What follows belongs to an exercise in optimizing a design on an open flow for small area, a short achievable clock period and few clock cycles; a production flow would make more cautious choices. The RTL was checked by simulation tests, not by an equivalence proof against the original design. Power and IR drop assume default switching activity.

<file path="flow/run.sh">
#!/bin/bash
# synth_recipe.tcl (not shown) runs the flow's synth.tcl, then flattens the netlist and writes it again
# the make line also repeats each setting of config.mk as NAME=value (left out here)
make -C /OpenROAD-flow-scripts/flow DESIGN_CONFIG=/design/flow/config.mk WORK_HOME=/design/flow/orfs CLKGATE_MAP_FILE= SYNTH_SCRIPT=/design/flow/synth_recipe.tcl finish
</file>
<file path="flow/config.mk">
export PLATFORM = sky130hd
export DESIGN_NAME = via_block
export DESIGN_NICKNAME = via_block
export VERILOG_FILES = /design/flow/design.v
export SDC_FILE = /design/flow/constraint.sdc
export NUM_CORES = 4
export LEC_CHECK = 0
export CAP_MARGIN = 20
export CORE_MARGIN = 2
export CORE_UTILIZATION = 40
export PLACE_DENSITY = 0.6
export SETUP_SLACK_MARGIN = 5
export SLEW_MARGIN = 20
</file>
<file path="flow/constraint.sdc">
create_clock -name core_clock -period 10.0 [get_ports {clk}]
set_input_delay 2.0000 -clock core_clock [delete_from_list [all_inputs] [get_ports {clk}]]
set_output_delay 2.0000 -clock core_clock [all_outputs]
set_load 0.01 [all_outputs]
</file>
<file path="flow/design.v">
module seq_div (
    input  wire        clk,
    input  wire        rst,
    input  wire        start,
    input  wire        abort,
    input  wire [31:0] dividend,
    input  wire [16:0] divisor,    
    output wire        busy,
    output wire        done,
    output reg  [16:0] rem,
    output reg         q_lsb,
    output reg  [31:0] num         
);
    reg [5:0]  count;
    wire [20:0] ge;
    genvar i;
    generate
        for (i = 0; i < 21; i = i + 1) begin : g_ge
            if (i < 16) assign ge[i] = ~|divisor[16:i+1];
            else        assign ge[i] = 1'b1;
        end
    endgenerate
    wire        skip16 = (count >= 6'd16) && ~|rem && ~|num[31:16];
    wire [20:0] wide   = {rem, num[31:28]};
    wire        skip4  = (count >= 6'd4) && ~|(wide & ge);
    wire [17:0] shifted = {rem, num[31]};
    wire [17:0] diff    = shifted - {1'b0, divisor};
    wire        fits    = ~diff[17];
    reg  [31:0] num_n;
    reg  [16:0] rem_n;
    reg  [5:0]  count_n;
    reg         q_n;
    always @(*) begin
        if (skip16) begin
            num_n = {num[15:0], 16'd0}; rem_n = rem;        count_n = count - 6'd16; q_n = 1'b0;
        end else if (skip4) begin
            num_n = {num[27:0], 4'd0};  rem_n = wide[16:0]; count_n = count - 6'd4;  q_n = 1'b0;
        end else begin
            num_n = {num[30:0], 1'b0};
            rem_n = fits ? diff[16:0] : shifted[16:0];
            count_n = count - 6'd1;
            q_n = fits;
        end
    end
    assign busy = count != 6'd0;
    assign done = busy && !abort && count_n == 6'd0;
    always @(posedge clk) begin
        if (rst) begin
            count <= 6'd0;
        end else if (start) begin
            num   <= dividend;
            rem   <= 17'd0;
            count <= 6'd32;
        end else if (busy) begin
            num   <= num_n;
            rem   <= rem_n;
            count <= abort ? 6'd0 : count_n;
            q_lsb <= q_n;
        end
    end
endmodule
module via_unit (
    input  wire        clk,
    input  wire        rst,         
    input  wire        rd,          
    input  wire        wr,          
    input  wire        debug,       
    input  wire [3:0]  reg_idx,
    input  wire [7:0]  wdata,
    input  wire        mreset,      
    input  wire        pulse,       
    input  wire        step_clr,    
    input  wire        dec_t1_we,
    input  wire        dec_t2_we,
    input  wire [16:0] dec_t1,
    input  wire [16:0] dec_t2,
    input  wire        eng_t1_we,
    input  wire [16:0] eng_t1,
    input  wire        eng_t1_run,
    input  wire        eng_pb7,
    input  wire        eng_ifr6,
    input  wire        eng_t2_we,
    input  wire [16:0] eng_t2,
    input  wire        eng_ifr5,
    output reg  [7:0]  orb,
    output reg  [7:0]  ora,
    output reg  [7:0]  ddrb,
    output reg  [7:0]  ddra,
    output reg  [7:0]  acr,
    output reg  [15:0] t1_latch,
    output reg  [16:0] t1,          
    output reg  [16:0] t2,
    output reg         t1_run,
    output reg         t2_run,
    output reg         pb7,
    output reg  [31:0] pulses,
    output reg  [7:0]  rdata,
    output wire        irq
);
    reg [15:0] t2_latch;
    reg [7:0]  sr;
    reg [7:0]  pcr;
    reg [6:5]  ifr_t;       
    reg [6:0]  ier;
    wire [6:0] ifr = {ifr_t, 5'd0};
    assign irq = |(ifr & ier);
    always @(*) begin
        case (reg_idx)
            4'd0:  rdata = orb;
            4'd1:  rdata = ora;
            4'd2:  rdata = ddrb;
            4'd3:  rdata = ddra;
            4'd4:  rdata = t1[7:0];
            4'd5:  rdata = t1[15:8];
            4'd6:  rdata = t1_latch[7:0];
            4'd7:  rdata = t1_latch[15:8];
            4'd8:  rdata = t2[7:0];
            4'd9:  rdata = t2[15:8];
            4'd10: rdata = sr;
            4'd11: rdata = acr;
            4'd12: rdata = pcr;
            4'd13: rdata = {irq, ifr};
            4'd14: rdata = {1'b1, ier};
            default: rdata = ora;
        endcase
    end
    wire rd_se = rd & ~debug;     
    wire [15:0] wsel = wr ? (16'd1 << reg_idx) : 16'd0;
    always @(posedge clk) begin
        if (rst | mreset) begin
            orb <= 8'd0; ora <= 8'd0; ddrb <= 8'd0; ddra <= 8'd0;
            acr <= 8'd0; pcr <= 8'd0; ier <= 7'd0;
        end else begin
            if (wsel[0])              orb  <= wdata;
            if (wsel[1] | wsel[15])   ora  <= wdata;
            if (wsel[2])              ddrb <= wdata;
            if (wsel[3])              ddra <= wdata;
            if (wsel[11])             acr  <= wdata;
            if (wsel[12])             pcr  <= wdata;
            if (wsel[14]) begin
                if (wdata[7]) ier <= ier | wdata[6:0];
                else          ier <= ier & ~wdata[6:0];
            end
        end
    end
    always @(posedge clk) begin
        if (rst) begin
            sr <= 8'd0; t1_latch <= 16'd0; t2_latch <= 16'd0;
        end else begin
            if (wsel[10])             sr <= wdata;
            if (wsel[4] | wsel[6])    t1_latch[7:0]  <= wdata;
            if (wsel[5] | wsel[7])    t1_latch[15:8] <= wdata;
            if (wsel[8])              t2_latch[7:0]  <= wdata;
            if (wsel[9])              t2_latch[15:8] <= wdata;
        end
    end
    always @(posedge clk) begin
        if (rst) begin
            t1 <= 17'd0;
        end else if (dec_t1_we) begin
            t1 <= dec_t1;
        end else if (eng_t1_we) begin
            t1 <= eng_t1;
        end else if (wsel[5]) begin
            t1 <= {1'b0, wdata, t1_latch[7:0]};
        end
    end
    always @(posedge clk) begin
        if (rst) begin
            t2 <= 17'd0;
        end else if (dec_t2_we) begin
            t2 <= dec_t2;
        end else if (eng_t2_we) begin
            t2 <= eng_t2;
        end else if (wsel[9]) begin
            t2 <= {1'b0, wdata, t2_latch[7:0]};
        end
    end
    always @(posedge clk) begin
        if (rst | mreset) begin
            t1_run <= 1'b0; pb7 <= 1'b0;
        end else if (eng_t1_we) begin
            t1_run <= eng_t1_run; pb7 <= eng_pb7;
        end else if (wsel[5]) begin
            t1_run <= 1'b1; pb7 <= 1'b0;
        end
    end
    always @(posedge clk) begin
        if (rst | mreset)
            t2_run <= 1'b0;
        else if (eng_t2_we)
            t2_run <= 1'b0;
        else if (wsel[9])
            t2_run <= 1'b1;
    end
    always @(posedge clk) begin
        if (rst | mreset | step_clr)
            pulses <= 32'd0;
        else if (pulse)
            pulses <= pulses + 32'd1;
    end
    always @(posedge clk) begin
        if (rst | mreset) begin
            ifr_t <= 2'b00;
        end else begin
            if ((eng_t1_we & eng_ifr6))
                ifr_t[6] <= 1'b1;
            else if ((rd_se & reg_idx == 4'd4) | wsel[5] | wsel[7] | (wsel[13] & wdata[6]))
                ifr_t[6] <= 1'b0;
            if ((eng_t2_we & eng_ifr5))
                ifr_t[5] <= 1'b1;
            else if ((rd_se & reg_idx == 4'd8) | wsel[9] | (wsel[13] & wdata[5]))
                ifr_t[5] <= 1'b0;
        end
    end
endmodule
module via_block (
    input  wire        clk,
    input  wire        rst,
    input  wire        cmd_valid,
    output wire        cmd_ready,
    input  wire [2:0]  cmd_op,       
    input  wire        cmd_unit,     
    input  wire        cmd_debug,    
    input  wire [3:0]  cmd_reg,
    input  wire [31:0] cmd_data,     
    input  wire        i2c_sda_in,   
    input  wire        ser_atn,
    input  wire        ser_clk,
    input  wire        ser_data,
    input  wire [3:0]  joy_data,     
    output reg         rsp_valid,
    output reg  [7:0]  rsp_rdata,
    output reg         rsp_i2c_step,
    output wire        irq1,
    output wire        irq2,
    output wire        pb7_1,
    output wire        pb7_2,
    output reg         i2c_sda_out,
    output reg         i2c_scl_out,
    output reg         joy_latch,
    output reg         joy_clk
);
    localparam OP_READ  = 3'd0;
    localparam OP_WRITE = 3'd1;
    localparam OP_STEP  = 3'd2;
    localparam OP_PULSE = 3'd3;
    localparam OP_RESET = 3'd4;
    localparam I2C_DATA_BIT = 0;
    localparam I2C_CLK_BIT  = 1;
    localparam JOY_LATCH_BIT = 2;
    localparam JOY_CLK_BIT  = 3;
    localparam SER_ATN_BIT  = 5;
    localparam SER_CLK_BIT  = 6;
    localparam SER_DATA_BIT = 7;
    reg         e_valid;
    reg  [2:0]  e_op;
    reg         e_unit;
    reg         e_sunit;         
    reg         e_debug;
    reg  [3:0]  e_reg;
    reg  [31:0] e_data;
    reg         e_sda, e_atn, e_sclk, e_sdata;
    reg  [3:0]  e_joy;
    wire eng_busy;
    assign cmd_ready = ~(e_valid & eng_busy);
    wire accept = cmd_valid & cmd_ready;
    wire go     = e_valid & ~eng_busy;
    always @(posedge clk) begin
        if (rst) begin
            e_valid <= 1'b0;
        end else if (accept) begin
            e_valid <= 1'b1;
        end else if (go) begin
            e_valid <= 1'b0;
        end
    end
    always @(posedge clk) begin
        if (accept) begin
            e_op    <= cmd_op;
            e_unit  <= cmd_unit;
            if (cmd_op == OP_STEP) e_sunit <= cmd_unit;
            e_debug <= cmd_debug;
            e_reg   <= cmd_reg;
            e_data  <= cmd_data;
            e_sda   <= i2c_sda_in;
            e_atn   <= ser_atn;
            e_sclk  <= ser_clk;
            e_sdata <= ser_data;
            e_joy   <= joy_data;
        end
    end
    wire is_rd    = go && e_op == OP_READ;
    wire is_wr    = go && e_op == OP_WRITE;
    wire is_step  = go && e_op == OP_STEP;
    wire is_pulse = go && e_op == OP_PULSE;
    wire is_reset = go && e_op == OP_RESET;
    wire [7:0]  orb     [0:1];
    wire [7:0]  ora     [0:1];
    wire [7:0]  ddrb    [0:1];
    wire [7:0]  ddra    [0:1];
    wire [7:0]  acr     [0:1];
    wire [15:0] t1_latch[0:1];
    wire [16:0] t1      [0:1];
    wire [16:0] t2      [0:1];
    wire        t1_run  [0:1];
    wire        t2_run  [0:1];
    wire        pb7     [0:1];
    wire [31:0] pulses  [0:1];
    wire [7:0]  rdata   [0:1];
    wire        irq     [0:1];
    reg         d_unit;          
    wire        und1, und2;
    wire [18:0] a1, a2;
    wire        eng_t1_we, eng_t2_we;
    wire [16:0] eng_t1, eng_t2;
    wire        eng_t1_run, eng_pb7, eng_ifr6;
    wire        eng_ifr5;
    genvar g;
    generate
        for (g = 0; g < 2; g = g + 1) begin : unit
            via_unit u (
                .clk        (clk),
                .rst        (rst),
                .rd         (is_rd    && e_unit == g),
                .wr         (is_wr    && e_unit == g),
                .debug      (e_debug),
                .reg_idx    (e_reg),
                .wdata      (e_data[7:0]),
                .mreset     (is_reset),
                .pulse      (is_pulse && e_unit == g),
                .step_clr   (is_step && e_unit == g),
                .dec_t1_we  (is_step && e_unit == g && !und1),
                .dec_t2_we  (is_step && e_unit == g && !und2),
                .dec_t1     (~a1[16:0]),
                .dec_t2     (~a2[16:0]),
                .eng_t1_we  (eng_t1_we && d_unit == g),
                .eng_t1     (eng_t1),
                .eng_t1_run (eng_t1_run),
                .eng_pb7    (eng_pb7),
                .eng_ifr6   (eng_ifr6),
                .eng_t2_we  (eng_t2_we && d_unit == g),
                .eng_t2     (eng_t2),
                .eng_ifr5   (eng_ifr5),
                .orb        (orb[g]),
                .ora        (ora[g]),
                .ddrb       (ddrb[g]),
                .ddra       (ddra[g]),
                .acr        (acr[g]),
                .t1_latch   (t1_latch[g]),
                .t1         (t1[g]),
                .t2         (t2[g]),
                .t1_run     (t1_run[g]),
                .t2_run     (t2_run[g]),
                .pb7        (pb7[g]),
                .pulses     (pulses[g]),
                .rdata      (rdata[g]),
                .irq        (irq[g])
            );
        end
    endgenerate
    assign irq1  = irq[0];
    assign irq2  = irq[1];
    assign pb7_1 = pb7[0];
    assign pb7_2 = pb7[1];
    wire [7:0] pa_ext;
    assign pa_ext[7:4] = e_joy;
    assign pa_ext[3:2] = 2'b00;
    assign pa_ext[I2C_CLK_BIT]  = i2c_scl_out;
    assign pa_ext[I2C_DATA_BIT] = e_sda;
    wire [7:0] pb_ext;
    assign pb_ext[SER_DATA_BIT] = e_sdata;
    assign pb_ext[SER_CLK_BIT]  = e_sclk;
    assign pb_ext[SER_ATN_BIT]  = e_atn;
    assign pb_ext[4:0] = 5'd0;
    wire [7:0] pa_read1 = (ora[0] & ddra[0]) | (pa_ext & ~ddra[0]);
    wire [7:0] pb_read1 = acr[0][1] ? 8'd0 : ((orb[0] & ddrb[0]) | (pb_ext & ~ddrb[0]));
    wire porta_reg = (e_reg == 4'd1) || (e_reg == 4'd15);
    reg [7:0] read_value;
    always @(*) begin
        read_value = rdata[e_unit];
        if (e_unit == 1'b0) begin
            if (e_reg == 4'd0)
                read_value = pb_read1;
            else if (porta_reg)
                read_value = pa_read1;
        end
    end
    wire i2c_step_now = go && e_unit == 1'b0 && porta_reg &&
                        ((e_op == OP_READ && !e_debug) || e_op == OP_WRITE);
    wire bridge_wr = is_wr && e_unit == 1'b0;
    wire push_reg  = e_reg <= 4'd3 || e_reg == 4'd15;
    wire [7:0] new_ora  = (porta_reg)     ? e_data[7:0] : ora[0];
    wire [7:0] new_ddra = (e_reg == 4'd3) ? e_data[7:0] : ddra[0];
    always @(posedge clk) begin
        if (rst) begin
            i2c_sda_out <= 1'b1;
            i2c_scl_out <= 1'b1;
            joy_latch   <= 1'b0;
            joy_clk     <= 1'b0;
        end else if (bridge_wr) begin
            if (push_reg) begin
                i2c_sda_out <= ~new_ddra[I2C_DATA_BIT] | new_ora[I2C_DATA_BIT];
                i2c_scl_out <= ~new_ddra[I2C_CLK_BIT]  | new_ora[I2C_CLK_BIT];
                joy_latch   <= new_ora[JOY_LATCH_BIT];
                joy_clk     <= new_ora[JOY_CLK_BIT];
            end else if (e_reg == 4'd12) begin
                if (e_data[7:5] == 3'b110) i2c_scl_out <= 1'b0;
                if (e_data[7:5] == 3'b111) i2c_scl_out <= 1'b1;
            end
        end
    end
    wire [31:0] k     = e_data;
    wire [16:0] t1m   = t1[e_sunit];
    wire [16:0] t2m   = t2[e_sunit];
    wire [31:0] e2    = acr[e_sunit][5] ? pulses[e_sunit] : k;
    assign a1 = {2'b00, k[16:0]}  + {{2{~t1m[16]}}, ~t1m};
    assign a2 = {2'b00, e2[16:0]} + {{2{~t2m[16]}}, ~t2m};
    wire [16:0] k_m1  = k[16:0] - 17'd1;
    wire [16:0] e2_m1 = e2[16:0] - 17'd1;
    assign und1 = (|k[31:17])  | ((|k[16:0])  & (t1m[16] | (k_m1  > {1'b0, t1m[15:0]})));
    assign und2 = (|e2[31:17]) | ((|e2[16:0]) & (t2m[16] | (e2_m1 > {1'b0, t2m[15:0]})));
    wire start = is_step && (und1 || und2);
    wire [31:0] d1 = {a1[18] ? k[31:17] - 15'd1 : k[31:17], a1[16:0]};
    reg         s_t2a;           
    reg         s_t2;            
    reg  [18:0] s2;
    reg         s_first;         
    reg         s_fin;           
    always @(posedge clk) begin
        if (start) begin
            d_unit <= e_sunit;
            s2     <= {3'd0, e2[31:16]} - {3'd0, e2[15:0]};
        end else if (s_t2a) begin
            s2     <= s2 + {{2{t2[d_unit][16]}}, t2[d_unit]} + 19'd2;
        end
    end
    wire [15:0] ld   = t1_latch[d_unit];
    wire        div_busy, div_done;
    wire [16:0] div_rem;
    wire        div_q_lsb;
    wire [31:0] div_num;
    wire [16:0] x_in = s_first ? div_num[16:0] : div_rem;
    wire [18:0] x    = {3'd0, ld} + 19'd1 - {2'd0, x_in};
    wire        once = s_first && ~|div_num[31:17] && (~x[18] || &x);
    seq_div divider (
        .clk(clk), .rst(rst), .start(start && und1), .abort(once),
        .dividend(d1), .divisor({1'b0, ld} + 17'd2),
        .busy(div_busy), .done(div_done), .rem(div_rem), .q_lsb(div_q_lsb),
        .num(div_num)
    );
    always @(posedge clk) begin
        if (rst) begin
            s_t2a   <= 1'b0;
            s_t2    <= 1'b0;
            s_first <= 1'b0;
            s_fin   <= 1'b0;
        end else begin
            s_t2a   <= start && und2;
            s_t2    <= s_t2a;
            s_first <= start && und1;
            s_fin   <= div_done;
        end
    end
    assign eng_busy = s_t2a | s_t2 | div_busy | s_fin;
    wire   eng_end  = eng_busy & ~s_t2a & ~(div_busy & ~once);
    wire rem_zero = s_fin & ~|div_rem;
    wire q_odd    = s_fin & (div_q_lsb ^ rem_zero);    
    wire run1d    = t1_run[d_unit];
    wire cont1d   = acr[d_unit][6];
    assign eng_t1_we  = once | s_fin;
    assign eng_t1     = rem_zero ? 17'h1FFFF : x[16:0];
    assign eng_ifr6   = run1d;
    assign eng_t1_run = run1d & cont1d;
    assign eng_pb7    = pb7[d_unit] ^ (run1d & (cont1d ? ~q_odd : 1'b1));
    wire s2_le0 = s2[18] | ~|s2;
    wire s2_big = ~s2[18] & (s2[17:0] >= 18'h10002);
    wire [18:0] s2_adj = s2_le0 ? 19'h0FFFF : (s2_big ? 19'h6FFFD : 19'h7FFFE);
    wire [18:0] t2u    = s2 + s2_adj;
    assign eng_t2_we  = s_t2;
    assign eng_t2     = t2u[16:0];
    assign eng_ifr5   = t2_run[d_unit];
    always @(posedge clk) begin
        if (rst) begin
            rsp_valid    <= 1'b0;
            rsp_i2c_step <= 1'b0;
        end else begin
            rsp_valid    <= (go && !start) || eng_end;
            rsp_i2c_step <= i2c_step_now;
        end
    end
    always @(posedge clk) begin
        rsp_rdata <= read_value;
    end
endmodule
</file>
==> impl_metrics.csv, run 1 <==
group,metric,value,unit
outcome,status,"complete, no violations",
route,wl_per_cell,24.0,um
power_and_ir_drop,power_density,182,nW/um^2
timing,finalHoldViolations,0,
timing,slew_viol_final,0,
route,drc,0,
synth,synth_nets,3863,
route,drtIter0Drc,3448,
min_path,hold_path_depth,2,
worst_setup_path,r2r_cells,22,
floorplanning,die_area,79400,um^2
global_routing,grt_overflow,0,
clock_tree,cts_tree,"done",
floorplanning,coreArea,76200,um^2
worst_setup_path,rr_startpoint,"e_sunit",
clock_tree,holdBufCountCts,0,
worst_setup_path,required,10.49,ns
global_routing,grt_antenna_before_repair,2,
timing,fmax,204,MHz
synth,synth-edff-count,120,
clock_tree,htree_levels,2,
worst_setup_path,crit_type,"register to register",
power_and_ir_drop,ir_worst_vdd,0.123,mV
synth,netlist_area,30900,um^2
placement,place.detailed.instances,4579,
placement,portBuffers,70,
layout,post-route-util,46.4,%
placement,gp_congestion,1.00,
timing,worstMarginPinSlew,1.20,ns
synth,ys_async_sr_fraction,0,%
timing,setup_viol,0,
layout,fill_cells,7408,
power_and_ir_drop,comb_power_share,32.5,%
layout,largest_reg_flops,64,
min_path,hp-class,"register to register",
floorplanning,die_h,282,um
synth,avgSynthCellArea,8.52,um^2
layout,n_antenna_cell,0,
floorplanning,rows,101,
power_and_ir_drop,switching_share,36.5,%
timing,finalCritPeriodShare,49.1,%
min_path,hp-start,"unit[0].u.t2_run",
layout,drive_gt1_share,9.68,%
route,vias,28669,
power_and_ir_drop,clock_power_share,30.8,%
synth,yosys_warnings,3,
layout,top_register,"unit.u.pulses",
clock_tree,clk_latency,0.63,ns
layout,final_cells,4727,
route,antenna_left,0,
power_and_ir_drop,netSwitchingPower,0.00235,W
worst_setup_path,crit_path_end_kind,"register",
timing,slew_headroom,20.2,%
timing,fin_crit,4.91,ns
clock_tree,clkTransAtPathRegs,0.06,ns
synth,yosysMostFrequentCell,"nand2_1",
synth,syn_inst,3624,
synth,synth_common_cells,"440 x nand2_1, 341 x dfxtp_1, 305 x nor2_1",
power_and_ir_drop,p_total,0.00643,W
clock_tree,cts_root_buf,"clkbuf_16",
floorplanning,start_util,40.5,%
synth,ys_seq_area_share,33.8,%
global_routing,grt_max_degree,72,
clock_tree,clock_sinks,461,
route,drt_wl_total,114,mm
global_routing,track_usage,27.8,%
clock_tree,cts_buffers,54,
timing,grt_setup_unrepaired,"false",
worst_setup_path,crit_start,"e_sunit",
synth,ys_types,100,
synth,yosys.area.top_type_share,22.1,%
layout,multiInputGateArea,19700,um^2
floorplanning,dieWidth,282,um
synth,synth_area_leaders,"dfxtp_1 22%, edfxtp_1 12%, mux2i_1 8.4%",
worst_setup_path,crit_fanout,20,
power_and_ir_drop,power_leakage,12.9,nW
synth,synth_top_area_cell,"dfxtp_1",
timing,tns,0,ns
route,drtPass1Iterations,8,
layout,seqCellArea,10400,um^2
power_and_ir_drop,pwr-share-seq,36.7,%
route,vias_per_cell,6.06,
global_routing,grt_pass1_wl,168,mm
synth,yosys_register_bits,461,
layout,top_regs,"unit.u.pulses: 64 flops, unit.u.t1: 34 flops, unit.u.t2: 34 flops",
worst_setup_path,arrival,5.39,ns
clock_tree,clockBufferDepth,3,
layout,nets,3891,
power_and_ir_drop,p_int,0.00409,W
worst_setup_path,start_kind,"register",
floorplanning,io-pin-count,71,
global_routing,grt_pass1_vias,26551,
placement,dp_hpwl,81.5,mm
timing,skew,0.0410,ns
synth,ys.flop_type,"dfxtp_1",
flow_run,maxCapViolCount,0,
layout,synthToLayoutAreaGrowth,14.5,%
[cell usage in the layout (no fill, tap or decap), drive strengths merged, types with 25 or more instances in the layout]
cell type,Yosys,final
nand2,440,440
dfxtp,341,341
nor2,308,308
mux2i,260,260
a21oi,252,252
ha,180,180
nand3,171,171
o21ai,150,151
edfxtp,120,120
inv,111,117
xnor2,106,106
buf,68,94
xor2,90,90
clkbuf,131,80
clkdlybuf4s50,0,69
nor3,67,67
mux2,60,60
a22oi,54,54
and3,50,50
a211oi,49,49
nand4,44,44
nor2b,43,43
or3,39,39
nor4,35,35
a221oi,34,34
nand2b,33,33
a21o,27,27
a31oi,25,25
and2,25,25
[path summary, 6_finish.rpt]
| path | to | slack, ns |
|---|---|---|
| setup / recovery | unit[1].u.t2[11] | 5.09 |
| hold / removal | unit[0].u.ifr_t[5] | 0.45 |
| setup reg to reg | unit[1].u.t2[11] | 5.09 |
| hold reg to reg | unit[0].u.ifr_t[5] | 0.45 |
[per-stage QoR]
step | cell area (um^2) | hold WS [ns] | setup WS [ns]
after floorplan | 30900 | 0.428 | 5.00
after global placement | 32600 | 0.440 | 3.82
after detailed placement | 32600 | 0.445 | 3.69
after CTS | 34800 | 0.454 | 5.01
after global routing | 35300 | 0.465 | 4.93
final | 35300 | 0.450 | 5.09
[area by class of cell]
cell class | count | area share [%]
multi-input combinational | 2855 | 55.9
tap | 1030 | 3.65
timing repair buffer | 168 | 4.81
inverter | 112 | 1.19
clock buffer | 77 | 4.28
clock inverter | 24 | 0.659
sequential | 461 | 29.5
[worst max-delay path, stage by stage (launching register included)]
cell	delay (ns)
edfxtp_1	0.44
buf_12	0.19
buf_16	0.18
a32o_1	0.30
a21oi_4	0.21
ha_4	0.18
nand2_1	0.10
or3_4	0.36
nor2_2	0.11
nand4_1	0.10
xnor2_1	0.15
ha_1	0.34
a21o_1	0.17
a21o_1	0.17
a21o_1	0.18
a211oi_2	0.21
o211a_1	0.17
o221a_2	0.22
o21ai_4	0.09
buf_4	0.15
or2_4	0.25
and3_1	0.19
o31a_1	0.27
[logic make-up (layout without fill, tap and decap cells)]
group           count (synthesis)  in the layout  synth area share [%]
compound gates                837            838                  18.2
mux                           320            320                  10.6
xor+xnor                      196            196                  5.56
fa+ha+maj                     187            187                  7.75
simple gates                 1312           1314                  20.1
flops                         461            461                  33.8
buf+inv                       311            381                  4.03
[per-layer routing]
layer  global-route usage (%)  up-vias  wire (um)
li1                         -    13345          -
met1                     38.7    13829      49400
met2                     43.5     1240      50600
met3                     3.85      255       8880
met4                     10.5        0       4640
met5                        0        -          0
[timing repair]
action / 4_1_cts / 5_1_grt
setup endpoints to repair: 219 / 180
cloned: 5 / 4
buffers inserted: 15 / 23
resized for setup: 58 / 48
pin swaps: 9 / 15
[power groups by stage]
stage	sequential, W	clock, W	combinational, W
after floorplan	0.00229	0	0.00142
after global placement	0.00239	0	0.00198
after detailed placement	0.00239	0	0.00198
after CTS	0.00235	0.00201	0.00201
after global routing	0.00237	0.00207	0.00227
final	0.00236	0.00198	0.00209
Testbench counts, summed over its fixed seeds: cycles 21,627.
==> inputs of run 2 (changes only) <==
--- a/flow/design.v
+++ b/flow/design.v
@@ -2,10 +2,9 @@
     input  wire        clk,
-    input  wire        rst,
-    input  wire        start,
-    input  wire        abort,
+    input  wire        load,
+    input  wire        run,
     input  wire [31:0] dividend,
-    input  wire [16:0] divisor,    
-    output wire        busy,
+    input  wire [16:0] divisor,
     output wire        done,
     output reg  [16:0] rem,
+    output reg  [16:0] p,
     output reg         q_lsb,
@@ -13,3 +12,4 @@
 );
-    reg [5:0]  count;
+    reg [5:0]  count;    
+    wire [16:0] r = rem;
     wire [20:0] ge;
@@ -18,3 +18,3 @@
         for (i = 0; i < 21; i = i + 1) begin : g_ge
-            if (i < 16) assign ge[i] = ~|divisor[16:i+1];
+            if (i < 16) assign ge[i] = ~|p[16:i+1];
             else        assign ge[i] = 1'b1;
@@ -22,8 +22,13 @@
     endgenerate
-    wire        skip16 = (count >= 6'd16) && ~|rem && ~|num[31:16];
-    wire [20:0] wide   = {rem, num[31:28]};
+    wire        skip16 = count[5] && ~|r && ~|num[31:16];
+    wire [20:0] wide   = {r, num[31:28]};
     wire        skip4  = (count >= 6'd4) && ~|(wide & ge);
-    wire [17:0] shifted = {rem, num[31]};
-    wire [17:0] diff    = shifted - {1'b0, divisor};
-    wire        fits    = ~diff[17];
+    wire [17:0] sh1  = {r, num[31]};
+    wire [17:0] df1  = sh1 - {1'b0, p};
+    wire        f1   = ~df1[17];
+    wire [16:0] r1   = f1 ? df1[16:0] : sh1[16:0];
+    wire [17:0] sh2  = {r1, num[30]};
+    wire [17:0] df2  = sh2 - {1'b0, p};
+    wire        f2   = ~df2[17];
+    wire [16:0] r2   = f2 ? df2[16:0] : sh2[16:0];
     reg  [31:0] num_n;
@@ -34,3 +39,3 @@
         if (skip16) begin
-            num_n = {num[15:0], 16'd0}; rem_n = rem;        count_n = count - 6'd16; q_n = 1'b0;
+            num_n = {num[15:0], 16'd0}; rem_n = r;          count_n = count - 6'd16; q_n = 1'b0;
         end else if (skip4) begin
@@ -38,21 +43,16 @@
         end else begin
-            num_n = {num[30:0], 1'b0};
-            rem_n = fits ? diff[16:0] : shifted[16:0];
-            count_n = count - 6'd1;
-            q_n = fits;
+            num_n = {num[29:0], 2'b00}; rem_n = r2;         count_n = count - 6'd2;  q_n = f2;
         end
     end
-    assign busy = count != 6'd0;
-    assign done = busy && !abort && count_n == 6'd0;
+    assign done = run && count_n == 6'd0;
     always @(posedge clk) begin
-        if (rst) begin
-            count <= 6'd0;
-        end else if (start) begin
+        if (load) begin
             num   <= dividend;
             rem   <= 17'd0;
+            p     <= divisor;
             count <= 6'd32;
-        end else if (busy) begin
+        end else if (run) begin
             num   <= num_n;
             rem   <= rem_n;
-            count <= abort ? 6'd0 : count_n;
+            count <= count_n;
             q_lsb <= q_n;
@@ -74,6 +74,6 @@
     input  wire        dec_t2_we,
-    input  wire [16:0] dec_t1,
-    input  wire [16:0] dec_t2,
+    input  wire [16:0] dec_c1,
+    input  wire [16:0] dec_c2,
     input  wire        eng_t1_we,
-    input  wire [16:0] eng_t1,
+    input  wire [16:0] eng_c1,
     input  wire        eng_t1_run,
@@ -82,3 +82,3 @@
     input  wire        eng_t2_we,
-    input  wire [16:0] eng_t2,
+    input  wire [16:0] eng_c2,
     input  wire        eng_ifr5,
@@ -90,4 +90,4 @@
     output reg  [15:0] t1_latch,
-    output reg  [16:0] t1,          
-    output reg  [16:0] t2,
+    output reg  [16:0] c1,          
+    output reg  [16:0] c2,
     output reg         t1_run,
@@ -112,8 +112,8 @@
             4'd3:  rdata = ddra;
-            4'd4:  rdata = t1[7:0];
-            4'd5:  rdata = t1[15:8];
+            4'd4:  rdata = 8'd0;           
+            4'd5:  rdata = 8'd0;
             4'd6:  rdata = t1_latch[7:0];
             4'd7:  rdata = t1_latch[15:8];
-            4'd8:  rdata = t2[7:0];
-            4'd9:  rdata = t2[15:8];
+            4'd8:  rdata = 8'd0;
+            4'd9:  rdata = 8'd0;
             4'd10: rdata = sr;
@@ -158,9 +158,9 @@
         if (rst) begin
-            t1 <= 17'd0;
+            c1 <= 17'd1;
         end else if (dec_t1_we) begin
-            t1 <= dec_t1;
+            c1 <= dec_c1;
         end else if (eng_t1_we) begin
-            t1 <= eng_t1;
+            c1 <= eng_c1;
         end else if (wsel[5]) begin
-            t1 <= {1'b0, wdata, t1_latch[7:0]};
+            c1 <= {1'b0, wdata, t1_latch[7:0]} + 17'd1;
         end
@@ -169,9 +169,9 @@
         if (rst) begin
-            t2 <= 17'd0;
+            c2 <= 17'd1;
         end else if (dec_t2_we) begin
-            t2 <= dec_t2;
+            c2 <= dec_c2;
         end else if (eng_t2_we) begin
-            t2 <= eng_t2;
+            c2 <= eng_c2;
         end else if (wsel[9]) begin
-            t2 <= {1'b0, wdata, t2_latch[7:0]};
+            c2 <= {1'b0, wdata, t2_latch[7:0]} + 17'd1;
         end
@@ -220,3 +220,3 @@
     input  wire        cmd_valid,
-    output wire        cmd_ready,
+    output reg         cmd_ready,
     input  wire [2:0]  cmd_op,       
@@ -265,3 +265,3 @@
     wire eng_busy;
-    assign cmd_ready = ~(e_valid & eng_busy);
+    wire eng_busy_n;
     wire accept = cmd_valid & cmd_ready;
@@ -269,2 +269,8 @@
     always @(posedge clk) begin
+        if (rst)
+            cmd_ready <= 1'b1;
+        else
+            cmd_ready <= ~((accept | (e_valid & eng_busy)) & eng_busy_n);
+    end
+    always @(posedge clk) begin
         if (rst) begin
@@ -303,4 +309,4 @@
     wire [15:0] t1_latch[0:1];
-    wire [16:0] t1      [0:1];
-    wire [16:0] t2      [0:1];
+    wire [16:0] c1      [0:1];     
+    wire [16:0] c2      [0:1];
     wire        t1_run  [0:1];
@@ -313,5 +319,5 @@
     wire        und1, und2;
-    wire [18:0] a1, a2;
+    wire [17:0] a1, a2;
     wire        eng_t1_we, eng_t2_we;
-    wire [16:0] eng_t1, eng_t2;
+    wire [16:0] eng_c1, eng_c2;
     wire        eng_t1_run, eng_pb7, eng_ifr6;
@@ -334,6 +340,6 @@
                 .dec_t2_we  (is_step && e_unit == g && !und2),
-                .dec_t1     (~a1[16:0]),
-                .dec_t2     (~a2[16:0]),
+                .dec_c1     (a1[16:0]),
+                .dec_c2     (a2[16:0]),
                 .eng_t1_we  (eng_t1_we && d_unit == g),
-                .eng_t1     (eng_t1),
+                .eng_c1     (eng_c1),
                 .eng_t1_run (eng_t1_run),
@@ -342,3 +348,3 @@
                 .eng_t2_we  (eng_t2_we && d_unit == g),
-                .eng_t2     (eng_t2),
+                .eng_c2     (eng_c2),
                 .eng_ifr5   (eng_ifr5),
@@ -350,4 +356,4 @@
                 .t1_latch   (t1_latch[g]),
-                .t1         (t1[g]),
-                .t2         (t2[g]),
+                .c1         (c1[g]),
+                .c2         (c2[g]),
                 .t1_run     (t1_run[g]),
@@ -378,2 +384,3 @@
     wire porta_reg = (e_reg == 4'd1) || (e_reg == 4'd15);
+    wire [15:0] t_read = (e_reg[3] ? c2[e_unit][15:0] : c1[e_unit][15:0]) - 16'd1;
     reg [7:0] read_value;
@@ -381,2 +388,4 @@
         read_value = rdata[e_unit];
+        if (e_reg == 4'd4 || e_reg == 4'd8) read_value = t_read[7:0];
+        if (e_reg == 4'd5 || e_reg == 4'd9) read_value = t_read[15:8];
         if (e_unit == 1'b0) begin
@@ -413,40 +422,41 @@
     wire [31:0] k     = e_data;
-    wire [16:0] t1m   = t1[e_sunit];
-    wire [16:0] t2m   = t2[e_sunit];
+    wire [16:0] c1m   = c1[e_sunit];
+    wire [16:0] c2m   = c2[e_sunit];
+    wire [15:0] l1m   = t1_latch[e_sunit];
     wire [31:0] e2    = acr[e_sunit][5] ? pulses[e_sunit] : k;
-    assign a1 = {2'b00, k[16:0]}  + {{2{~t1m[16]}}, ~t1m};
-    assign a2 = {2'b00, e2[16:0]} + {{2{~t2m[16]}}, ~t2m};
-    wire [16:0] k_m1  = k[16:0] - 17'd1;
-    wire [16:0] e2_m1 = e2[16:0] - 17'd1;
-    assign und1 = (|k[31:17])  | ((|k[16:0])  & (t1m[16] | (k_m1  > {1'b0, t1m[15:0]})));
-    assign und2 = (|e2[31:17]) | ((|e2[16:0]) & (t2m[16] | (e2_m1 > {1'b0, t2m[15:0]})));
-    wire start = is_step && (und1 || und2);
-    wire [31:0] d1 = {a1[18] ? k[31:17] - 15'd1 : k[31:17], a1[16:0]};
+    assign a1 = {1'b0, c1m} - {1'b0, k[16:0]};
+    assign a2 = {1'b0, c2m} - {1'b0, e2[16:0]};
+    assign und1 = (|k[31:17])  | a1[17];
+    assign und2 = (|e2[31:17]) | a2[17];
+    wire [31:0] r1 = {a1[17] ? k[31:17] : k[31:17] - 15'd1, ~a1[16:0]};
     reg         s_t2a;           
     reg         s_t2;            
-    reg  [18:0] s2;
     reg         s_first;         
+    reg         s_run;           
     reg         s_fin;           
+    reg  [18:0] s2;
+    assign eng_busy = s_t2a | s_t2 | s_run | s_fin;
     always @(posedge clk) begin
-        if (start) begin
-            d_unit <= e_sunit;
-            s2     <= {3'd0, e2[31:16]} - {3'd0, e2[15:0]};
+        if (!eng_busy) begin
+            d_unit  <= e_sunit;
+            s2      <= {3'd0, e2[31:16]} - {3'd0, e2[15:0]};
         end else if (s_t2a) begin
-            s2     <= s2 + {{2{t2[d_unit][16]}}, t2[d_unit]} + 19'd2;
+            s2      <= s2 + {2'd0, c2[d_unit]};
         end
     end
-    wire [15:0] ld   = t1_latch[d_unit];
-    wire        div_busy, div_done;
-    wire [16:0] div_rem;
+    wire        div_done;
+    wire [16:0] div_rem, div_p;
     wire        div_q_lsb;
     wire [31:0] div_num;
-    wire [16:0] x_in = s_first ? div_num[16:0] : div_rem;
-    wire [18:0] x    = {3'd0, ld} + 19'd1 - {2'd0, x_in};
-    wire        once = s_first && ~|div_num[31:17] && (~x[18] || &x);
     seq_div divider (
-        .clk(clk), .rst(rst), .start(start && und1), .abort(once),
-        .dividend(d1), .divisor({1'b0, ld} + 17'd2),
-        .busy(div_busy), .done(div_done), .rem(div_rem), .q_lsb(div_q_lsb),
+        .clk(clk), .load(!eng_busy), .run(s_run),
+        .dividend(r1), .divisor({1'b0, l1m} + 17'd2),
+        .done(div_done), .rem(div_rem), .p(div_p), .q_lsb(div_q_lsb),
         .num(div_num)
     );
+    wire [16:0] x_in = s_first ? div_num[16:0] : div_rem;
+    wire [17:0] x    = {1'b0, div_p} + {1'b1, ~x_in};
+    wire        once = s_first && ~|div_num[31:17] && ~x[17];
+    wire start1 = is_step && und1;
+    wire start2 = is_step && und2;
     always @(posedge clk) begin
@@ -456,18 +466,19 @@
             s_first <= 1'b0;
+            s_run   <= 1'b0;
             s_fin   <= 1'b0;
         end else begin
-            s_t2a   <= start && und2;
+            s_t2a   <= start2;
             s_t2    <= s_t2a;
-            s_first <= start && und1;
-            s_fin   <= div_done;
+            s_first <= start1;
+            s_run   <= start1 || (s_run && !once && !div_done);
+            s_fin   <= div_done && !once;
         end
     end
-    assign eng_busy = s_t2a | s_t2 | div_busy | s_fin;
-    wire   eng_end  = eng_busy & ~s_t2a & ~(div_busy & ~once);
-    wire rem_zero = s_fin & ~|div_rem;
-    wire q_odd    = s_fin & (div_q_lsb ^ rem_zero);    
-    wire run1d    = t1_run[d_unit];
-    wire cont1d   = acr[d_unit][6];
+    wire eng_end = eng_busy & ~s_t2a & ~(s_run & ~once);
+    assign eng_busy_n = start1 | start2 | s_t2a | (s_run & ~once);
+    wire q_odd  = s_fin & div_q_lsb;     
+    wire run1d  = t1_run[d_unit];
+    wire cont1d = acr[d_unit][6];
     assign eng_t1_we  = once | s_fin;
-    assign eng_t1     = rem_zero ? 17'h1FFFF : x[16:0];
+    assign eng_c1     = x[16:0];
     assign eng_ifr6   = run1d;
@@ -475,8 +486,7 @@
     assign eng_pb7    = pb7[d_unit] ^ (run1d & (cont1d ? ~q_odd : 1'b1));
-    wire s2_le0 = s2[18] | ~|s2;
-    wire s2_big = ~s2[18] & (s2[17:0] >= 18'h10002);
-    wire [18:0] s2_adj = s2_le0 ? 19'h0FFFF : (s2_big ? 19'h6FFFD : 19'h7FFFE);
-    wire [18:0] t2u    = s2 + s2_adj;
+    wire        s2_neg = s2[18];
+    wire        s2_big = ~s2[18] & (s2[17:0] >= 18'h10001);
+    wire [18:0] c2u    = s2 + (s2_neg ? 19'h10001 : (s2_big ? 19'h6FFFF : 19'h0));
     assign eng_t2_we  = s_t2;
-    assign eng_t2     = t2u[16:0];
+    assign eng_c2     = c2u[16:0];
     assign eng_ifr5   = t2_run[d_unit];
@@ -487,3 +497,3 @@
         end else begin
-            rsp_valid    <= (go && !start) || eng_end;
+            rsp_valid    <= (go && !(start1 || start2)) || eng_end;
             rsp_i2c_step <= i2c_step_now;
==> run 2 against run 1 <==
Net effect:
- via count is 4.4% higher
- critical path type unchanged
- worst setup slack got worse by 0.053 ns
- global-route usage shrank 0.57 points
- die area is 2.2% higher
- clock power up 9%
- utilization grew 0.057 points
- still clean
- area after synthesis is 2.2% higher
- routed wire length grew 1.5%
- design area rose by 2.1%
- critical endpoint is now divider.rem[5]
- highest routed layer unchanged
==> impl_metrics.csv, run 2 <==
group,metric,value,unit
route,drtIter0Drc,3138,
layout,final_cells,4965,
power_and_ir_drop,ir_worst_vdd,0.749,mV
timing,finalHoldViolations,0,
route,vias,29940,
global_routing,grt_pass1_vias,27279,
layout,largest_reg_flops,64,
worst_setup_path,crit_fanout,7,
layout,n_antenna_cell,0,
layout,nets,4088,
timing,slew_headroom,25.3,%
layout,top_regs,"unit.u.pulses: 64 flops, unit.u.c1: 34 flops, unit.u.c2: 34 flops",
clock_tree,cts_buffers,55,
global_routing,grt_max_degree,78,
layout,seqCellArea,10800,um^2
timing,fmax,202,MHz
synth,synth_top_area_cell,"dfxtp_1",
synth,synth_area_leaders,"dfxtp_1 23%, edfxtp_1 11%, nand2_1 6.8%",
worst_setup_path,required,10.48,ns
timing,tns,0,ns
layout,drive_gt1_share,10.4,%
clock_tree,clkTransAtPathRegs,0.06,ns
synth,yosysMostFrequentCell,"nand2_1",
worst_setup_path,crit_type,"register to register",
global_routing,grt_pass1_wl,172,mm
power_and_ir_drop,power_leakage,13.0,nW
route,wl_per_cell,23.2,um
route,drc,0,
synth,ys_async_sr_fraction,0,%
synth,synth_nets,4073,
timing,skew,0.0349,ns
clock_tree,holdBufCountCts,0,
synth,netlist_area,31600,um^2
worst_setup_path,crit_path_end_kind,"register",
synth,syn_inst,3864,
floorplanning,start_util,40.6,%
timing,finalCritPeriodShare,49.6,%
floorplanning,io-pin-count,71,
worst_setup_path,start_kind,"register",
clock_tree,clk_latency,0.64,ns
floorplanning,coreArea,77700,um^2
synth,ys.flop_type,"dfxtp_1",
flow_run,maxCapViolCount,0,
synth,yosys_warnings,3,
clock_tree,cts_root_buf,"clkbuf_16",
synth,ys_seq_area_share,34.2,%
timing,worst_slack,5.04,ns
global_routing,track_usage,27.2,%
floorplanning,die_h,285,um
power_and_ir_drop,power_density,393,nW/um^2
layout,top_register,"unit.u.pulses",
layout,synthToLayoutAreaGrowth,14.4,%
route,drtPass1Iterations,8,
placement,portBuffers,70,
clock_tree,clock_sinks,479,
timing,grt_setup_unrepaired,"true",
clock_tree,clockBufferDepth,3,
placement,dp_slack,3.87,ns
placement,gp_congestion,0.968,
clock_tree,cts_tree,"done",
timing,fin_crit,4.96,ns
synth,yosys_register_bits,479,
synth,avgSynthCellArea,8.17,um^2
placement,place.detailed.instances,4810,
timing,slew_viol_final,0,
route,antenna_left,0,
route,vias_per_cell,6.03,
floorplanning,dieWidth,285,um
timing,setup_viol,0,
synth,synth_common_cells,"572 x nand2_1, 372 x a21oi_1, 359 x dfxtp_1",
floorplanning,die_area,81100,um^2
layout,multiInputGateArea,20100,um^2
synth,ys_types,84,
floorplanning,rows,102,
layout,fill_cells,7576,
synth,synth-edff-count,120,
layout,layout_common_cells,"569 x nand2_1, 366 x a21oi_1, 350 x dfxtp_1",
power_and_ir_drop,p_total,0.0142,W
route,drt_wl_total,115,mm
global_routing,grt_antenna_before_repair,1,
layout,post-route-util,46.4,%
layout,layout_commonest_cell,"nand2_1",
worst_setup_path,arrival,5.44,ns
placement,dp_hpwl,83.2,mm
clock_tree,htree_levels,2,
global_routing,grt_overflow,0,
timing,worstMarginPinSlew,1.12,ns
min_path,hp-class,"register to register",
synth,yosys.area.top_type_share,22.8,%
outcome,status,"complete, no violations",
[run 2: cell count changes in the layout (fill, tap and decap cells not counted), sizes merged, moves of 18 or more]
cell,before,now
o2bb2ai,23,1
nand2,440,572
nor3,67,93
a211oi,49,131
nor2,308,352
ha,180,149
dfxtp,341,359
mux2i,260,142
a21oi,252,372
xor2,90,120
nand3,171,128
xnor2,106,133
[run 2: final timing paths]
check	start	to	slack (ns)	depth (start not counted)
worst max register to register	divider.p[1]	divider.rem[5]	5.04	23
worst min register to register	unit[1].u.orb[3]	unit[1].u.orb[3]	0.45	2
worst min-delay path	unit[1].u.orb[3]	unit[1].u.orb[3]	0.45	2
worst max-delay path	divider.p[1]	divider.rem[5]	5.04	23
[run 2: worst max-delay path, cell delays in order (launching register included)]
cell,delay [ns]
edfxtp_1,0.40
inv_2,0.10
ha_4,0.20
nor2b_4,0.12
o31a_1,0.28
o21ai_4,0.21
o21ai_4,0.11
buf_6,0.14
a311oi_4,0.30
o2bb2ai_2,0.11
buf_6,0.15
mux2_4,0.32
ha_4,0.26
o21a_1,0.16
o31a_1,0.13
a21oi_2,0.20
nor3_2,0.08
or3_4,0.39
o31a_4,0.38
xor2_4,0.20
buf_4,0.15
buf_4,0.12
nor3_1,0.20
o41ai_2,0.09
[run 2: through the flow]
stage	hold WS, ns	cell area [um^2]
after detailed placement	0.445	33200
final	0.454	36100
after global placement	0.439	33200
after floorplan	0.431	31600
after global routing	0.466	36100
after CTS	0.453	35500
[run 2: cells by family (layout without fill, tap and decap cells)]
| logic type | count (synthesis) | count (layout) | synth area share, % |
|---|---|---|---|
| XOR/XNOR | 253 | 253 | 7.02 |
| adder cells (fa/ha/maj) | 157 | 157 | 6.42 |
| buffers and inverters | 323 | 383 | 3.95 |
| AND/OR/NAND/NOR | 1432 | 1432 | 20.5 |
| multiplexers | 218 | 219 | 7.79 |
| flip-flops | 479 | 479 | 34.2 |
| AO/OA/AOI/OAI | 1002 | 1002 | 20.1 |
[run 2: area by class of cell]
cell class | count | area share, %
well taps | 1040 | 3.61
clock buffers | 82 | 4.69
flip-flops and latches | 479 | 29.9
multi-input cells | 3063 | 55.7
inverters | 100 | 1.05
repair buffers | 180 | 4.33
clock inverters | 21 | 0.655
[run 2: timing repair]
item,in CTS,in global routing
gates cloned,2,1
pin swaps,15,34
gates resized for setup,50,64
endpoints found under the setup margin,76,81
buffers inserted,19,28
[run 2: layer usage]
metal | global-route usage (%) | wire, um | vias to the layer above
met1 | 38.8 | 50900 | 14387
met4 | 9.67 | 4230 | 0
met2 | 41.7 | 50400 | 1378
li1 | - | - | 13980
met3 | 3.94 | 9740 | 195
met5 | 0 | 0 | -
[run 2: where the power goes]
part | leakage, nW | internal, W | switching (W)
clock | 0.960 | 0.00128 | 0.000879
combinational | 7.90 | 0.00407 | 0.00539
sequential | 4.13 | 0.00228 | 0.000300
Testbench counts of run 2, summed over its fixed seeds: cycles 19,275.
==> inputs of run 3 (changes only) <==
--- a/flow/design.v
+++ b/flow/design.v
@@ -14,6 +14,6 @@
     wire [16:0] r = rem;
-    wire [20:0] ge;
+    wire [28:0] ge;
     genvar i;
     generate
-        for (i = 0; i < 21; i = i + 1) begin : g_ge
+        for (i = 0; i < 29; i = i + 1) begin : g_ge
             if (i < 16) assign ge[i] = ~|p[16:i+1];
@@ -23,4 +23,6 @@
     wire        skip16 = count[5] && ~|r && ~|num[31:16];
+    wire [28:0] wide12 = {r, num[31:20]};
+    wire        skip12 = (count >= 6'd12) && ~|(wide12 & ge);
     wire [20:0] wide   = {r, num[31:28]};
-    wire        skip4  = (count >= 6'd4) && ~|(wide & ge);
+    wire        skip4  = (count >= 6'd4) && ~|(wide & ge[20:0]);
     wire [17:0] sh1  = {r, num[31]};
@@ -40,2 +42,4 @@
             num_n = {num[15:0], 16'd0}; rem_n = r;          count_n = count - 6'd16; q_n = 1'b0;
+        end else if (skip12) begin
+            num_n = {num[19:0], 12'd0}; rem_n = wide12[16:0]; count_n = count - 6'd12; q_n = 1'b0;
         end else if (skip4) begin
@@ -437,3 +441,8 @@
     reg  [18:0] s2;
-    assign eng_busy = s_t2a | s_t2 | s_run | s_fin;
+    reg eng_busy_r;
+    always @(posedge clk) begin
+        if (rst) eng_busy_r <= 1'b0;
+        else     eng_busy_r <= eng_busy_n;
+    end
+    assign eng_busy = eng_busy_r;
     always @(posedge clk) begin
--- a/flow/config.mk
+++ b/flow/config.mk
@@ -9,4 +9,4 @@
 export CORE_MARGIN = 2
-export CORE_UTILIZATION = 40
-export PLACE_DENSITY = 0.6
+export CORE_UTILIZATION = 55
+export PLACE_DENSITY = 0.7
 export SETUP_SLACK_MARGIN = 5
==> run 3 against run 2 <==
Net effect:
- highest routed layer is now met5
- critical path depth is the same
- combinational power down 88%
- register-to-register slack lost 0.15 ns
- design area grew 0.12%
- largest cell class unchanged
- total power shrank 63%
- final cell count is 3.8% lower
- still clean
==> impl_metrics.csv, run 3 <==
group,metric,value,unit
placement,gp_congestion,0.996,
layout,final_cells,4776,
timing,skew,0.0215,ns
synth,netlist_area,32300,um^2
synth,ys_types,84,
synth,yosys_warnings,3,
synth,synth_top_area_cell,"dfxtp_1",
synth,ys_seq_area_share,33.5,%
synth,synth_top_family_by_area,"compound AO/OA/AOI/OAI gates",
timing,finalHoldViolations,0,
synth,ys_async_sr_fraction,0,%
global_routing,track_usage,36.3,%
route,drt_wl_total,113,mm
layout,synthToLayoutAreaGrowth,11.8,%
route,drc,0,
layout,layout_common_cells,"453 x nand2_1, 412 x a21oi_1, 353 x dfxtp_1",
timing,finalCritPeriodShare,51.1,%
floorplanning,die_area,60700,um^2
min_path,hp-class,"register to register",
layout,top_register,"unit.u.pulses",
worst_setup_path,critPathSlowestCell,"edfxtp_1",
synth,syn_inst,3990,
synth,yosys_register_bits,480,
floorplanning,dieWidth,246,um
worst_setup_path,crit_fanout,8,
clock_tree,cts_tree,"done",
floorplanning,coreArea,57900,um^2
flow_run,maxCapViolCount,0,
outcome,status,"complete, no violations",
clock_tree,cts_buffers,54,
placement,dp_hpwl,81.4,mm
synth,synthSimpleGateAreaFrac,20.7,%
power_and_ir_drop,power_leakage,12.9,nW
floorplanning,rows,88,
placement,portBuffers,70,
synth,yosysMostFrequentCell,"nand2_1",
route,vias_per_cell,6.54,
clock_tree,clk_latency,0.64,ns
worst_setup_path,worst_path_largest_cell_delay,0.41,ns
synth,synth_compound_area_share,21.6,%
global_routing,grt_pass1_vias,28591,
global_routing,grt_overflow,0,
worst_setup_path,required,10.54,ns
worst_setup_path,cpMostUsedCell,"buf_6",
min_path,hp-start,"unit[0].u.orb[5]",
timing,slew_viol_final,0,
synth,synth_area_leaders,"dfxtp_1 22%, edfxtp_1 11%, a21oi_1 6.5%",
route,drtPass1Iterations,6,
layout,post-route-util,62.4,%
synth,synth_fa_ha_area_share,6.30,%
worst_setup_path,crit_type,"register to register",
layout,nets,4175,
synth,ys.flop_type,"dfxtp_1",
power_and_ir_drop,ir_worst_vdd,0.134,mV
route,wl_per_cell,23.7,um
layout,largest_reg_flops,64,
clock_tree,cts_root_buf,"clkbuf_16",
layout,fill_cells,5171,
layout,top_regs,"unit.u.pulses: 64 flops, unit.u.c1: 34 flops, unit.u.c2: 34 flops",
layout,fin_area,36100,um^2
timing,worstMarginPinSlew,1.14,ns
placement,place.detailed.instances,4633,
worst_setup_path,crit_path_end_kind,"register",
layout,multiInputGateArea,20700,um^2
synth,synth-xor-area-share,6.64,%
synth,synth_common_cells,"462 x nand2_1, 419 x a21oi_1, 360 x dfxtp_1",
clock_tree,clockBufferDepth,3,
route,vias,31226,
clock_tree,htree_levels,2,
global_routing,grt_max_degree,81,
floorplanning,die_h,246,um
layout,layout_commonest_cell,"nand2_1",
floorplanning,io-pin-count,71,
route,drtIter0Drc,3686,
global_routing,grt_pass1_wl,171,mm
timing,setup_viol,0,
worst_setup_path,start_kind,"register",
global_routing,grt_antenna_before_repair,1,
worst_setup_path,arrival,5.65,ns
layout,n_antenna_cell,0,
timing,whs,0.451,ns
placement,placed_area,33600,um^2
clock_tree,clkTransAtPathRegs,0.06,ns
synth,yosys.area.top_type_share,22.3,%
power_and_ir_drop,power_density,146,nW/um^2
worst_setup_path,path_cells,"inv_2, ha_4, nor2b_4, o31a_1, o211ai_1, a41oi_2, nor2_2, xnor2_2, buf_6, buf_6, a21oi_4, ha_1, nor2b_4, o31a_1, o21ai_4, a31oi_4, a211oi_4, a21oi_2, nor3_4, buf_6, nor2_4, a221o_1, o22ai_1",
synth,post_synth_mux_area_share,7.05,%
worst_setup_path,crit_start,"divider.p[1]",
route,antenna_left,0,
timing,fmax,196,MHz
timing,grt_setup_unrepaired,"true",
worst_setup_path,rr_startpoint,"divider.p[1]",
synth,avgSynthCellArea,8.10,um^2
layout,drive_gt1_share,9.95,%
clock_tree,clock_sinks,480,
synth,synth-edff-count,120,
layout,seqCellArea,10800,um^2
floorplanning,start_util,55.8,%
timing,slew_headroom,23.9,%
synth,synth_nets,4200,
timing,fin_crit,5.11,ns
timing,tns,0,ns
==> run 3: cell types whose count changed after synthesis, moves of 11 or more <==
cell	change
a21oi_1	+47
nor4_1	-11
nor2_1	+11
buf_2	-11
mux2_2	+15
or3_1	+14
mux2i_1	-35
nand3_1	+124
a22o_1	+11
o22ai_1	+11
clkbuf_1	+25
nand2_1	-110
buf_1	+13
and3_1	-13
==> run 3: where the power goes <==
part	internal [W]	switching [W]
combinational	0.000423	0.000662
clock	0.00119	0.000873
sequential	0.00205	0.0000763
total	0.00367	0.00161
==> run 3: final cells by class <==
cell class | count | share of cell area, %
multi-input cells | 3154 | 57.2
flip-flops and latches | 480 | 30.0
repair buffers | 167 | 4.07
clock buffers | 64 | 3.90
well taps | 765 | 2.65
clock inverters | 38 | 1.13
inverters | 108 | 1.13
==> run 3: metrics by stage <==
stage,power (W),setup slack (ns)
2_1_floorplan,0.00282,4.94
3_3_place_gp,0.00311,4.31
3_5_place_dp,0.00312,4.17
4_1_cts,0.00519,5.02
5_1_grt,0.00545,4.72
6_report,0.00528,4.89
==> run 3: cell families (layout without fill, tap and decap cells) <==
group           count (synthesis)  after routing
fa+ha+maj                     158            158
buf+inv                       359            377
xor+xnor                      245            245
flops                         480            480
mux                           198            198
simple gates                 1446           1449
compound gates               1104           1104
==> run 3: worst max-delay path: cells and delay by family (launching register included) <==
kind | cells | cell delay (ns)
simple gates | 5 | 0.73
xor+xnor | 1 | 0.15
buf+inv | 4 | 0.58
flops | 1 | 0.41
fa+ha+maj | 2 | 0.50
compound gates | 11 | 2.63
==> run 3: repair_timing <==
item / CTS / global route
resized for setup: 27 / 75
gates cloned: 2 / 2
pin swaps: 8 / 39
endpoints found under the setup margin: 94 / 92
hold buffers: 0 / 0
setup buffers: 16 / 21
==> run 3: path summary, 6_finish.rpt <==
path,end,slack [ns],cells after the start
setup reg to reg,divider.rem[2],4.89,23
setup / recovery,divider.rem[2],4.89,23
hold / removal,unit[0].u.orb[5],0.45,2
hold reg to reg,unit[0].u.orb[5],0.45,2
==> run 3: routing by layer <==
layer | share of wire [%] | GRT usage [%] | up-vias
li1 | - | - | 14520
met1 | 40 | 48.5 | 14873
met2 | 44 | 56.5 | 1536
met3 | 9.9 | 6.76 | 295
met4 | 5.3 | 17.6 | 2
met5 | 0.012 | 0 | -
Testbench counts of run 3, summed over its fixed seeds: cycles 18,703.
==> inputs of run 4 (changes only) <==
--- a/flow/config.mk
+++ b/flow/config.mk
@@ -10,2 +10,4 @@
 export CORE_UTILIZATION = 55
+export CTS_CLUSTER_DIAMETER = 100
+export CTS_CLUSTER_SIZE = 20
 export PLACE_DENSITY = 0.7
==> run 4 against run 3 <==
Net effect:
- die area unchanged
- utilization shrank 2.0 points
- final cell count is 1.3% lower
- clock power is 39% lower
- design area decreased by 3.2%
- first-iteration DRC count decreased by 2.7%
- sequential share of layout area increased by 0.98 points
- via count is 1.3% lower
- total power is 16% lower
- sequential power about the same
- synthesized cell count unchanged
- register-to-register slack improved by 0.099 ns
- highest routed layer is now met4
==> impl_metrics.csv, run 4 <==
group,metric,value,unit
outcome,status,"complete, no violations",
floorplanning,die_area,60700,um^2
synth,yosysMostFrequentCell,"nand2_1",
power_and_ir_drop,pwr-share-seq,47.8,%
power_and_ir_drop,ir_worst_vdd,0.126,mV
synth,netlist_area,32300,um^2
route,drtPass1Iterations,6,
flow_run,maxCapViolCount,0,
synth,synth_fa_ha_area_share,6.30,%
timing,whs,0.456,ns
worst_setup_path,crit_type,"register to register",
placement,gp_congestion,0.996,
min_path,hold_end,"unit[0].u.orb[6]",
global_routing,met3_usage,6.47,%
timing,fin_crit,5.01,ns
layout,synthToLayoutAreaGrowth,8.26,%
global_routing,use_met2,56.2,%
worst_setup_path,arrival,5.56,ns
synth,synth_area_leaders,"dfxtp_1 22%, edfxtp_1 11%, a21oi_1 6.5%",
timing,setup_viol,0,
timing,tns,0,ns
placement,placed_area,33600,um^2
worst_setup_path,crit_path_end_kind,"register",
layout,layout_commonest_cell,"nand2_1",
route,drtIter0Drc,3586,
power_and_ir_drop,netSwitchingPower,0.00144,W
route,vias_per_cell,6.54,
clock_tree,cts_root_buf,"clkbuf_16",
route,drt_wl_total,111,mm
layout,largest_reg_flops,64,
placement,dp_hpwl,81.4,mm
clock_tree,cts_buffers,29,
global_routing,grt_pass1_vias,28178,
power_and_ir_drop,clock_power_share,28.7,%
worst_setup_path,r2r-end,"divider.rem[0]",
global_routing,grt_use_met1,48.1,%
layout,fill_cells,5308,
worst_setup_path,r2r_cells,22,
synth,ys_types,84,
global_routing,grt_overflow,0,
timing,fmax,199,MHz
route,drc,0,
layout,layout_common_cells,"459 x nand2_1, 412 x a21oi_1, 354 x dfxtp_1",
power_and_ir_drop,power_density,127,nW/um^2
synth,yosys.area.top_type_share,22.3,%
synth,synthSimpleGateAreaFrac,20.7,%
timing,grt_setup_unrepaired,"true",
worst_setup_path,r2r_slack,4.99,ns
synth,syn_inst,3990,
synth,synth-edff-count,120,
power_and_ir_drop,power_leakage,12.3,nW
route,wl_per_cell,23.7,um
synth,synth_top_area_cell,"dfxtp_1",
synth,synth_compound_area_share,21.6,%
timing,worstMarginPinSlew,1.15,ns
synth,avgSynthCellArea,8.10,um^2
floorplanning,coreArea,57900,um^2
timing,slew_headroom,23.3,%
clock_tree,cts_tree,"done",
synth,ys_async_sr_fraction,0,%
layout,top_register,"unit.u.pulses",
floorplanning,start_util,55.8,%
synth,yosys_register_bits,480,
layout,drive_gt1_share,8.13,%
floorplanning,dieWidth,246,um
worst_setup_path,required,10.54,ns
global_routing,grt-busiest-layer,"met2",
clock_tree,clockBufferDepth,3,
timing,finalHoldViolations,0,
global_routing,grt_pass1_wl,169,mm
power_and_ir_drop,switching_share,32.4,%
min_path,hp-class,"register to register",
route,vias,30811,
synth,ys.flop_type,"dfxtp_1",
global_routing,track_usage,35.7,%
layout,fin_area,35000,um^2
layout,nets,4139,
timing,skew,0.0523,ns
worst_setup_path,start_kind,"register",
clock_tree,htree_levels,1,
floorplanning,die_h,246,um
timing,slew_viol_final,0,
clock_tree,clk_latency,0.64,ns
min_path,hold_path_depth,2,
global_routing,grt_max_degree,81,
worst_setup_path,crit_fanout,8,
floorplanning,rows,88,
power_and_ir_drop,p_total,0.00444,W
layout,top_regs,"unit.u.pulses: 64 flops, unit.u.c1: 34 flops, unit.u.c2: 34 flops",
synth,yosys_warnings,3,
clock_tree,clock_sinks,480,
synth,post_synth_mux_area_share,7.05,%
timing,finalCritPeriodShare,50.1,%
clock_tree,holdBufCountCts,0,
route,antenna_left,0,
synth,ys_seq_area_share,33.5,%
floorplanning,io-pin-count,71,
synth,synth_nets,4200,
power_and_ir_drop,p_int,0.00300,W
power_and_ir_drop,comb_power_share,23.5,%
synth,synth_top_family_by_area,"compound AO/OA/AOI/OAI gates",
placement,portBuffers,70,
placement,dp_slack,4.17,ns
synth,synth_common_cells,"462 x nand2_1, 419 x a21oi_1, 360 x dfxtp_1",
layout,n_antenna_cell,0,
min_path,hp-start,"unit[0].u.orb[6]",
clock_tree,clkTransAtPathRegs,0.09,ns
worst_setup_path,rr_startpoint,"divider.p[1]",
global_routing,grt_antenna_before_repair,1,
synth,synth-xor-area-share,6.64,%
timing,worst_slack,4.99,ns
==> run 4: cell counts after synthesis <==
No cell type changed its count.
==> run 4: power by group through the flow <==
stage	combinational [W]	sequential, W	clock, W
finish	0.00104	0.00212	0.00127
global route	0.00112	0.00213	0.00135
CTS	0.000981	0.00212	0.00128
detailed placement	0.000951	0.00217	0
global placement	0.000944	0.00217	0
floorplan	0.000694	0.00213	0
==> run 4: area by class of cell <==
| cell class | count | area, um^2 | area share, % |
|---|---|---|---|
| clock buffer | 45 | 786 | 2.25 |
| clock inverter | 5 | 56.3 | 0.161 |
| inverter | 108 | 407 | 1.16 |
| multi-input combinational | 3152 | 20600 | 58.8 |
| sequential | 480 | 10800 | 30.9 |
| tap | 765 | 957 | 2.74 |
| timing repair buffer | 158 | 1380 | 3.96 |
==> run 4: critical path, stage by stage, from the launching register on <==
cell	delay, ns
edfxtp_1	0.42
inv_2	0.12
ha_4	0.20
nor2b_4	0.12
o31a_1	0.34
o211ai_1	0.31
a41oi_2	0.21
nor2_4	0.16
xnor2_2	0.14
buf_6	0.19
buf_6	0.12
a21oi_4	0.05
ha_1	0.30
nor2b_4	0.13
o31a_1	0.37
o21ai_4	0.18
a31oi_4	0.12
a211oi_4	0.32
a21oi_2	0.13
nor3_4	0.41
nor2_4	0.13
mux2_4	0.33
a21oi_2	0.11
==> run 4: worst max path at each step <==
stage,start,end
2_1_floorplan,divider.p[1],divider.rem[2]
5_1_grt,divider.p[1],divider.rem[0]
6_report,divider.p[1],divider.rem[0]
4_1_cts,divider.p[2],divider.rem[2]
3_5_place_dp,divider.rem[0],divider.rem[7]
3_3_place_gp,divider.rem[0],divider.rem[5]
==> run 4: cells by family after synthesis <==
kind of cell             Yosys count
AO/OA/AOI/OAI                   1104
XOR/XNOR                         245
adder cells (fa/ha/maj)          158
buffers and inverters            359
flip-flops                       480
multiplexers                     198
AND/OR/NAND/NOR                 1446
==> run 4: timing repair <==
item | in CTS | in global routing
pin swaps | 8 | 20
buffers inserted | 15 | 13
cloned | 2 | 0
hold endpoints to repair | 0 | 0
gates resized for setup | 28 | 50
setup endpoints to repair | 95 | 89
==> run 4: stage by stage <==
stage | instances | util, %
after floorplan | 3990 | -
after global placement | 4633 | 57.9
after detailed placement | 4633 | 58.0
after CTS | 4700 | 59.8
after global routing | 4713 | 60.4
final | 4713 | 60.4
==> run 4: layer usage <==
| layer | vias up | wire length, um |
|---|---|---|
| met3 | 244 | 10900 |
| met1 | 14651 | 45600 |
| met2 | 1488 | 49700 |
| met5 | - | 0 |
| li1 | 14428 | - |
| met4 | 0 | 5340 |

[static timing again, ports no longer ideal]
The results above use ideal ports. As a check the final layouts listed here were re-extracted and re-timed, cells and wires unchanged. Step 1: set_driving_cell puts a clkbuf_16 on clk and a buf_2 on each other input, an assumption about the parent block. Step 2 adds t to the input delays and takes it off the output delays; t is the mean of the earliest and latest rising clock arrival at the registers after step 1. Input paths then give back, and output paths get back, about the clock's delay inside the block. Slacks: ideal ports / drivers / drivers and shift; pairs: ideal ports / drivers.
run	shift t [ns]	setup slack, ns	worst setup path at the end	latest minus earliest clock arrival (ns)	worst register clock-pin slew, ns
run 1	0.681	5.095 / 5.095 / 5.095	register to register	0.042 / 0.042	0.06 / 0.06
run 2	0.687	5.042 / 5.042 / 5.042	register to register	0.044 / 0.044	0.07 / 0.07
run 3	0.688	4.887 / 4.887 / 4.887	register to register	0.021 / 0.021	0.07 / 0.07
run 4	0.677	4.987 / 4.987 / 4.987	register to register	0.061 / 0.061	0.10 / 0.10
After both steps setup and hold are still met in every run listed.
